Background: an optimization exercise with open tools, aiming at small area. Do not read the settings as production practice. Function was checked by simulation only, so behaviour that the tests miss may differ from the original. Power is estimated from default activity; no workload was simulated.

// intron_rx_framer
module intron_rx_framer (
    input  wire         clk,
    input  wire         rst,             
    input  wire         soft_reset,      
    input  wire [47:0]  intron_sess,     
    input  wire         rx_valid,
    input  wire [7:0]   rx_data,
    input  wire         alloc_ok,        
    input  wire         cas_valid,
    input  wire [3:0]   cas_old,
    input  wire [3:0]   cas_new,
    input  wire         activity_clr,    
    input  wire         query_valid,     
    input  wire [7:0]   query_idx,
    input  wire         ap_take,         
    output reg  [3:0]   mode,
    output reg          cas_ok,
    output reg          associated,
    output reg          activity,
    output reg          mac_valid,
    output reg  [47:0]  mac,
    output reg  [7:0]   ap_count,
    output reg          ap_valid,
    output reg  [7:0]   ap_index,
    output reg  [127:0] ap_info,
    output reg          pkt_start,
    output wire [15:0]  pkt_len,
    output reg          pkt_wr,
    output wire [7:0]   pkt_data,
    output reg          pkt_end,
    output reg          pkt_good,
    output reg          evt_valid,
    output reg  [2:0]   evt_code,
    output wire [7:0]   evt_type,
    output wire [15:0]  evt_size
);
For scale: about 17000 sq um of cells after synthesis.
export LEC_CHECK = 0
export CAP_MARGIN = 20
export CORE_MARGIN = 2
export CORE_UTILIZATION = 40
export PLACE_DENSITY = 0.6
export SLEW_MARGIN = 20
create_clock -name core_clock -period 10.0 [get_ports {clk}]
standard.sh (not shown) runs the stock make flow with config.mk's settings and CLKGATE_MAP_FILE= SYNTH_SCRIPT=/design/flow/synth_recipe.tcl, a recipe that flattens the netlist after the stock synthesis.
==> flow/flow/run.sh <==
#!/bin/bash
# Standard ORFS layout (the standard.sh) with these changes to how the
# layout is made:
# - synthesis maps the logic with an area-oriented ABC script
#   (flow/synth_area.tcl, flow/area.abc); registers are unchanged;
# - the port buffers that buffer_ports inserts are the smallest buffer
#   (buf_1) instead of the tool's default pick;
# - clock tree synthesis uses clkbuf_4 in small sink clusters and no
#   dummy loads.
# Floorplan, power grid, taps, placement, repair and routing are the standard flow's
# standard flow. make's full output goes to standard_flow.log, and ORFS
# keeps each tool's log under orfs/logs.
set -euo pipefail
export FLOW_SYNTH_TCL="$PWD/synth_recipe.tcl"
export AREA_ABC_SCRIPT="$PWD/flow/area.abc"
bash standard.sh \
  "SYNTH_SCRIPT=$PWD/flow/synth_area.tcl" \
  "BUFFER_PORTS_ARGS=-buffer_cell sky130_fd_sc_hd__buf_1" \
  "CTS_ARGS=-sink_clustering_enable -repair_clock_nets -dont_use_dummy_load -buf_list {sky130_fd_sc_hd__clkbuf_4} -sink_clustering_size 8 -sink_clustering_max_diameter 40" \
  finish > standard_flow.log 2>&1
==> flow/flow/area.abc <==
strash
ifraig
dc2
dch -f
map -a
topo
dnsize
==> flow/flow/synth_area.tcl <==
# The standard flow's synthesis script (synth_recipe.tcl in the work folder) with one
# change: the combinational logic is mapped with an area-oriented ABC
# script (area.abc beside this file) instead of ORFS's speed script. The
# registers, and so their names and cells, come out as in the standard
# synthesis; ABC only maps the logic between them.
proc abc {args} {
  set i [lsearch -exact $args -script]
  if {$i >= 0} {
    lset args [expr {$i + 1}] $::env(AREA_ABC_SCRIPT)
  }
  set j [lsearch -exact $args -D]
  if {$j >= 0} {
    lset args [expr {$j + 1}] 10000
  }
  yosys abc {*}$args
}
source $::env(FLOW_SYNTH_TCL)
Change:
--- a/flow/flow/run.sh
+++ b/flow/flow/run.sh
@@ -18,3 +18,3 @@
   "BUFFER_PORTS_ARGS=-buffer_cell sky130_fd_sc_hd__buf_1" \
-  "CTS_ARGS=-sink_clustering_enable -repair_clock_nets -dont_use_dummy_load -buf_list {sky130_fd_sc_hd__clkbuf_4} -sink_clustering_size 8 -sink_clustering_max_diameter 40" \
+  "CTS_ARGS=-sink_clustering_enable -repair_clock_nets -dont_use_dummy_load -buf_list {sky130_fd_sc_hd__clkbuf_4} -sink_clustering_size 10 -sink_clustering_max_diameter 50" \
   finish > standard_flow.log 2>&1
==> flow/flow/area.abc (replaced) <==
strash
&get -n
&st
&dch
&nf -a
&put
topo
dnsize
Result: The new run finished clean. Total power stays flat. Final cell count drops by a few percent. Routed wire length drops by a little under a tenth. Setup slack improved by 0.38 ns. Via count drops by a little under a tenth. Synthesized cell count drops by roughly a tenth. Clock power drops by roughly a tenth. Utilization drops by 0.72 points. Final area climbs slightly. Critical path depth drops by 7. Global-route usage drops by 1.7 points.

========
Another version of the RTL of intron_rx_framer (not shown whole).
Size: ~1200 cells after synthesis, about 340 I/O pins, ~18000 sq um of cells after synthesis.
Settings: LEC_CHECK=0, CAP_MARGIN=20, CORE_MARGIN=2, CORE_UTILIZATION=40, PLACE_DENSITY=0.6, SLEW_MARGIN=20; clock period 10.0 ns.
==> flow/flow/run.sh <==
#!/bin/bash
# Standard ORFS layout with two changes to how the layout is made:
# - the port buffers that buffer_ports inserts are the smallest buffer
#   (buf_1) instead of the tool's default pick;
# - clock tree synthesis uses clkbuf_4 in small sink clusters and no
#   dummy loads.
# Everything else (synthesis, floorplan, power grid, taps, placement,
# repair, routing) is the standard flow, run by standard.sh; its full
# output goes to standard_flow.log and ORFS's own logs under orfs/logs.
set -euo pipefail
bash standard.sh \
  "BUFFER_PORTS_ARGS=-buffer_cell sky130_fd_sc_hd__buf_1" \
  "CTS_ARGS=-sink_clustering_enable -repair_clock_nets -dont_use_dummy_load -buf_list {sky130_fd_sc_hd__clkbuf_4} -sink_clustering_size 10 -sink_clustering_max_diameter 50" \
  finish > standard_flow.log 2>&1
The starting point ran to the end with no violations.
Rerun with:
==> flow/flow/run.sh (replaced) <==
#!/bin/bash
# Standard ORFS layout (the standard.sh) with these changes to how the
# layout is made:
# - synthesis maps the logic with an area-oriented ABC script
#   (flow/synth_area.tcl, flow/area.abc); registers are unchanged;
# - the port buffers that buffer_ports inserts are the smallest buffer
#   (buf_1) instead of the tool's default pick;
# - clock tree synthesis uses clkbuf_4 in small sink clusters and no
#   dummy loads.
# Floorplan, power grid, taps, placement, repair and routing are the standard flow's
# standard flow. make's full output goes to standard_flow.log, and ORFS
# keeps each tool's log under orfs/logs.
set -euo pipefail
export FLOW_SYNTH_TCL="$PWD/synth_recipe.tcl"
export AREA_ABC_SCRIPT="$PWD/flow/area.abc"
bash standard.sh \
  "SYNTH_SCRIPT=$PWD/flow/synth_area.tcl" \
  "BUFFER_PORTS_ARGS=-buffer_cell sky130_fd_sc_hd__buf_1" \
  "CTS_ARGS=-sink_clustering_enable -repair_clock_nets -dont_use_dummy_load -buf_list {sky130_fd_sc_hd__clkbuf_4} -sink_clustering_size 10 -sink_clustering_max_diameter 50" \
  finish > standard_flow.log 2>&1
==> flow/flow/area.abc (new file) <==
strash
&get -n
&st
&dch
&nf -a
&put
topo
dnsize
==> flow/flow/synth_area.tcl (new file) <==
# The standard flow's synthesis script (synth_recipe.tcl in the work folder) with one
# change: the combinational logic is mapped with an area-oriented ABC
# script (area.abc beside this file) instead of ORFS's speed script. The
# registers, and so their names and cells, come out as in the standard
# synthesis; ABC only maps the logic between them.
proc abc {args} {
  set i [lsearch -exact $args -script]
  if {$i >= 0} {
    lset args [expr {$i + 1}] $::env(AREA_ABC_SCRIPT)
  }
  set j [lsearch -exact $args -D]
  if {$j >= 0} {
    lset args [expr {$j + 1}] 10000
  }
  yosys abc {*}$args
}
source $::env(FLOW_SYNTH_TCL)
Result: Register-to-register slack improves by 350 ps. Final cell count falls by a few percent. Utilization came out higher by 0.32 points. Clock skew is higher by 25 ps. Setup slack gets better by 160 ps. Fmax goes up by a few percent. Routed wire length shrinks by a little under a tenth. Hold slack degrades by 52 ps. Power came out higher by a few percent. Combinational power went up by well over a third. Die area fell by a few percent.

========
== alpha ==
The RTL this note starts from:
==> flow/design.v <==
module rxf_crc32_byte (
    input  wire [31:0] crc_in,
    input  wire [7:0]  data,
    output reg  [31:0] crc_out
);
    integer i;
    always @* begin
        crc_out = crc_in ^ {24'd0, data};
        for (i = 0; i < 8; i = i + 1) begin
            if (crc_out[0])
                crc_out = (crc_out >> 1) ^ 32'hEDB88320;
            else
                crc_out = crc_out >> 1;
        end
    end
endmodule
module intron_rx_framer (
    input  wire         clk,
    input  wire         rst,             
    input  wire         soft_reset,      
    input  wire [47:0]  intron_sess,     
    input  wire         rx_valid,
    input  wire [7:0]   rx_data,
    input  wire         alloc_ok,        
    input  wire         cas_valid,
    input  wire [3:0]   cas_old,
    input  wire [3:0]   cas_new,
    input  wire         activity_clr,    
    input  wire         query_valid,     
    input  wire [7:0]   query_idx,
    input  wire         ap_take,         
    output reg  [3:0]   mode,
    output reg          cas_ok,
    output reg          associated,
    output reg          activity,
    output reg          mac_valid,
    output reg  [47:0]  mac,
    output reg  [7:0]   ap_count,
    output reg          ap_valid,
    output reg  [7:0]   ap_index,
    output reg  [127:0] ap_info,
    output reg          pkt_start,
    output wire [15:0]  pkt_len,
    output reg          pkt_wr,
    output wire [7:0]   pkt_data,
    output reg          pkt_end,
    output reg          pkt_good,
    output reg          evt_valid,
    output reg  [2:0]   evt_code,
    output wire [7:0]   evt_type,
    output wire [15:0]  evt_size
);
    localparam [7:0]  INTRON0           = 8'h55;
    localparam [7:0]  INTRON1           = 8'h4E;
    localparam [7:0]  SUPPORTED_VERSION = 8'h0B;
    localparam [3:0] M_WAIT_INIT      = 4'd1;
    localparam [3:0] M_NEED_AP        = 4'd2;
    localparam [3:0] M_CONNECTING_AP  = 4'd3;
    localparam [3:0] M_RUNNING        = 4'd4;
    localparam [3:0] M_WRONG_FIRMWARE = 4'd6;
    localparam [2:0] E_CRC_MISMATCH   = 3'd1;
    localparam [2:0] E_OUT_OF_SYNC    = 3'd2;
    localparam [2:0] E_LENGTH_ERROR   = 3'd3;
    localparam [2:0] E_UNKNOWN_TYPE   = 3'd4;
    localparam [2:0] E_PROTOCOL_ERROR = 3'd5;
    reg         pay;         
    reg         disc;        
    reg [3:0]   pos;         
    reg [15:0]  cnt;         
    reg [31:0]  crc;
    reg [127:0] sbuf;        
    reg [7:0]   rtype;
    reg [7:0]   rvar;
    reg [31:0]  rcrc;
    reg         lq_valid;
    reg [7:0]   lq_idx;
    assign pkt_len  = cnt;
    assign evt_size = cnt;
    assign evt_type = rtype;
    assign pkt_data = sbuf[7:0];
    wire hdr  = !pay && pos[3];
    wire seek = !pay && !pos[3];
    wire t_dev  = (rtype == 8'h00);
    wire t_pkt  = (rtype == 8'h02);
    wire t_cnt  = (rtype == 8'h06);
    wire t_info = (rtype == 8'h07);
    wire t_inv  = (rtype == 8'h08);
    wire streaming = pay && !disc && t_pkt;
    wire [63:0] intron_all = {intron_sess, INTRON1, INTRON0};
    wire [7:0]  intron_exp = intron_all[8*pos[2:0] +: 8];
    wire        intron_hit = (rx_data == intron_exp);
    wire [31:0] crc_step;
    rxf_crc32_byte u_crc (
        .crc_in  (crc),
        .data    (rx_data),
        .crc_out (crc_step)
    );
    wire        crc_load = seek && (pos[2:1] == 2'b00);
    wire [31:0] crc_next = crc_load ? 32'hE88E2886 : crc_step;
    wire        crc_ok   = (~crc_step == rcrc);
    wire        ka_ok    = (~crc == {rcrc[23:0], rx_data});
    wire        cnt_zero = (cnt == 16'd0);
    wire        cnt_one  = (cnt == 16'd1);
    wire [16:0] skip_sum = {1'b0, cnt} + {14'd0, pos[2:0]} + {16'd0, (rx_data != INTRON0)};
    wire        size_ok = (t_dev  && cnt == 16'd6) ||
                          (t_cnt  && cnt == 16'd1) ||
                          (t_info && cnt == 16'd16);
    reg [3:0]   mode_c;
    reg [3:0]   mode_n;
    reg         link_set;
    always @(posedge clk) begin
        pkt_start <= 1'b0;
        pkt_wr    <= 1'b0;
        pkt_end   <= 1'b0;
        evt_valid <= 1'b0;
        cas_ok    <= 1'b0;
        if (activity_clr)
            activity <= 1'b0;
        if (ap_take)
            ap_valid <= 1'b0;
        if (query_valid) begin
            lq_valid <= 1'b1;
            lq_idx   <= query_idx;
        end
        mode_c = mode;
        if (cas_valid && !soft_reset && (mode == cas_old)) begin
            cas_ok <= 1'b1;
            mode_c = cas_new;
        end
        mode_n   = mode_c;
        link_set = 1'b0;
        if (rx_valid)
            sbuf <= {sbuf[119:0], rx_data};
        if (soft_reset) begin
            mode_n     = M_WAIT_INIT;
            associated <= 1'b0;
            pay        <= 1'b0;
            pos        <= 4'd0;
            cnt        <= 16'd0;
            if (streaming) begin
                pkt_end  <= 1'b1;
                pkt_good <= 1'b0;
            end
        end else if (rx_valid) begin
            if (!(hdr && pos[2]))
                crc <= crc_next;
            if (seek) begin
                if (intron_hit) begin
                    pos <= pos + 4'd1;
                    if (pos[2:0] == 3'd7 && !cnt_zero) begin
                        evt_valid <= 1'b1;
                        evt_code  <= E_OUT_OF_SYNC;
                    end
                end else begin
                    cnt <= skip_sum[16] ? 16'hFFFF : skip_sum[15:0];
                    pos <= {3'd0, (rx_data == INTRON0)};
                end
            end else if (hdr) begin
                pos <= pos + 4'd1;
                case (pos[2:0])
                    3'd0: rtype <= rx_data;
                    3'd1: rvar  <= rx_data;
                    3'd2, 3'd3: cnt <= {cnt[7:0], rx_data};
                    default: rcrc <= {rcrc[23:0], rx_data};
                endcase
                if (pos[2:0] == 3'd7) begin
                    pay  <= !cnt_zero;
                    disc <= !((t_pkt && alloc_ok) || size_ok);
                    if (t_inv) begin
                        evt_valid <= 1'b1;
                        evt_code  <= E_PROTOCOL_ERROR;
                    end else if (t_pkt) begin
                        if (cnt_zero) begin
                            if (ka_ok)
                                link_set = 1'b1;
                            else begin
                                evt_valid <= 1'b1;
                                evt_code  <= E_CRC_MISMATCH;
                            end
                        end else if (alloc_ok)
                            pkt_start <= 1'b1;
                    end else if (t_dev || t_cnt || t_info) begin
                        if (!size_ok) begin
                            evt_valid <= 1'b1;
                            evt_code  <= E_LENGTH_ERROR;
                        end
                    end else begin
                        evt_valid <= 1'b1;
                        evt_code  <= E_UNKNOWN_TYPE;
                    end
                end
            end else begin
                cnt <= cnt - 16'd1;
                if (!disc && t_pkt)
                    pkt_wr <= 1'b1;
                if (cnt_one) begin
                    pay <= 1'b0;
                    pos <= 4'd0;
                    if (!disc) begin
                        if (t_pkt) begin
                            pkt_end  <= 1'b1;
                            pkt_good <= crc_ok;
                        end
                        if (!crc_ok) begin
                            evt_valid <= 1'b1;
                            evt_code  <= E_CRC_MISMATCH;
                        end else if (t_pkt) begin
                            link_set = 1'b1;
                        end else if (t_dev) begin
                            if (rvar == SUPPORTED_VERSION) begin
                                mac_valid <= 1'b1;
                                mac <= {sbuf[39:0], rx_data};
                                if (mode_c == M_WAIT_INIT)
                                    mode_n = M_NEED_AP;
                            end else if (mode_c == M_WAIT_INIT)
                                mode_n = M_WRONG_FIRMWARE;
                        end else if (t_cnt) begin
                            ap_count <= rx_data;
                        end else begin
                            if (lq_valid && (rvar == lq_idx)) begin
                                ap_valid <= 1'b1;
                                ap_index <= lq_idx;
                                ap_info  <= {sbuf[119:0], rx_data};
                            end
                        end
                    end
                end
            end
        end
        if (link_set) begin
            activity   <= 1'b1;
            associated <= (rvar != 8'd0);
            if ((rvar != 8'd0) && (mode_c == M_NEED_AP || mode_c == M_CONNECTING_AP))
                mode_n = M_RUNNING;
        end
        mode <= mode_n;
        if (rst) begin
            pay        <= 1'b0;
            pos        <= 4'd0;
            cnt        <= 16'd0;
            mode       <= M_WAIT_INIT;
            cas_ok     <= 1'b0;
            associated <= 1'b0;
            activity   <= 1'b0;
            mac_valid  <= 1'b0;
            ap_count   <= 8'd0;
            ap_valid   <= 1'b0;
            lq_valid   <= 1'b0;
            pkt_start  <= 1'b0;
            pkt_wr     <= 1'b0;
            pkt_end    <= 1'b0;
            evt_valid  <= 1'b0;
        end
    end
endmodule
Settings: LEC_CHECK=0, CAP_MARGIN=20, CORE_MARGIN=2, CORE_UTILIZATION=40, PLACE_DENSITY=0.6, SLEW_MARGIN=20; clock period 10.0 ns.
run.sh (not shown) runs the stock make flow with config.mk's settings and CLKGATE_MAP_FILE= SYNTH_SCRIPT=/design/flow/synth_recipe.tcl, a recipe that flattens the netlist after the stock synthesis.
Stock flow here: none of the scripts above is used.
The inputs of epsilon differ from those of alpha as listed below.
==> flow/flow/run.sh (new file) <==
#!/bin/bash
# Standard ORFS layout with two changes to how the layout is made:
# - the port buffers that buffer_ports inserts are the smallest buffer
#   (buf_1) instead of the tool's default pick;
# - clock tree synthesis uses small clock buffers and no dummy loads.
# Everything else (synthesis, floorplan, power grid, taps, placement,
# repair, routing) is the standard flow, run by standard.sh.
set -euo pipefail
bash standard.sh \
  "BUFFER_PORTS_ARGS=-buffer_cell sky130_fd_sc_hd__buf_1" \
  "CTS_ARGS=-sink_clustering_enable -repair_clock_nets -dont_use_dummy_load -buf_list {sky130_fd_sc_hd__clkbuf_4 sky130_fd_sc_hd__clkbuf_8}" \
  finish > standard_flow.log 2>&1
==> flow/standard.sh (new file) <==
#!/bin/bash
# synth_recipe.tcl (not shown) runs the flow's synth.tcl, then flattens the netlist and writes it again
# the make line also repeats each setting of config.mk as NAME=value (left out here)
make -C /OpenROAD-flow-scripts/flow DESIGN_CONFIG=/design/flow/config.mk WORK_HOME=/design/flow/orfs CLKGATE_MAP_FILE= SYNTH_SCRIPT=/design/flow/synth_recipe.tcl "${@:-finish}"
removed: flow/run.sh
### Flow results
epsilon finished every step from synthesis to the final layout, and the layout passed the timing, DRC and antenna checks. There was hardly any difference in placed cell count between epsilon and alpha. epsilon: summed area of non-filler cells in the final layout lower than alpha. On final cell count without fillers, alpha tracks epsilon almost exactly. Aggregate routed wire length (epsilon over alpha): decrease, 2.3%. alpha → epsilon: worst hold slack level; global-route usage shows a reduction of 0.56 points. Run comparison: epsilon critical path endpoint ap_info[5]$_DFFE_PP_; alpha critical path endpoint ap_info[124]$_DFFE_PP_. Post-synthesis xor/xnor area fraction: alpha vs epsilon, no meaningful difference. epsilon against alpha: met2 track utilization from global routing decreased 0.80 points, static leakage decreased about 14%.

what the ideal ports hide:
Ports are ideal in the flow. The routed layouts listed here were re-timed in OpenROAD. Step 1 sets driving cells, clkbuf_16 on the clock port and buf_2 on the other inputs (assumed; they add their load-dependent delay and slew). Step 2 times the ports against the registers' clock, not the clock port: input delays grow and output delays shrink by t, the midpoint of the rising clock arrivals with the driver on. a / b / c = no drivers / after step 1 / after step 2; a / b = the first two.
run | t, ns | setup WS [ns] | clock arrival spread, ns
the first run of note 1 | 0.760 | 2.957 / 2.987 / 2.226 | 0.088 / 0.087
the second run of note 1 | 0.817 | 3.338 / 3.365 / 2.548 | 0.081 / 0.082
the first run of note 2 | 0.797 | 3.555 / 3.586 / 2.788 | 0.136 / 0.137
the second run of note 2 | 0.791 | 3.717 / 3.747 / 2.956 | 0.161 / 0.161
alpha | 0.601 | 3.539 / 3.562 / 2.961 | 0.025 / 0.026
epsilon | 0.633 | 3.507 / 3.522 / 2.888 | 0.058 / 0.057
After both steps setup and hold are still met in every run listed. For the second run of note 1, which loses most, drivers alone change the setup slack by +0.027 ns; drivers and shift together by -0.790 ns.
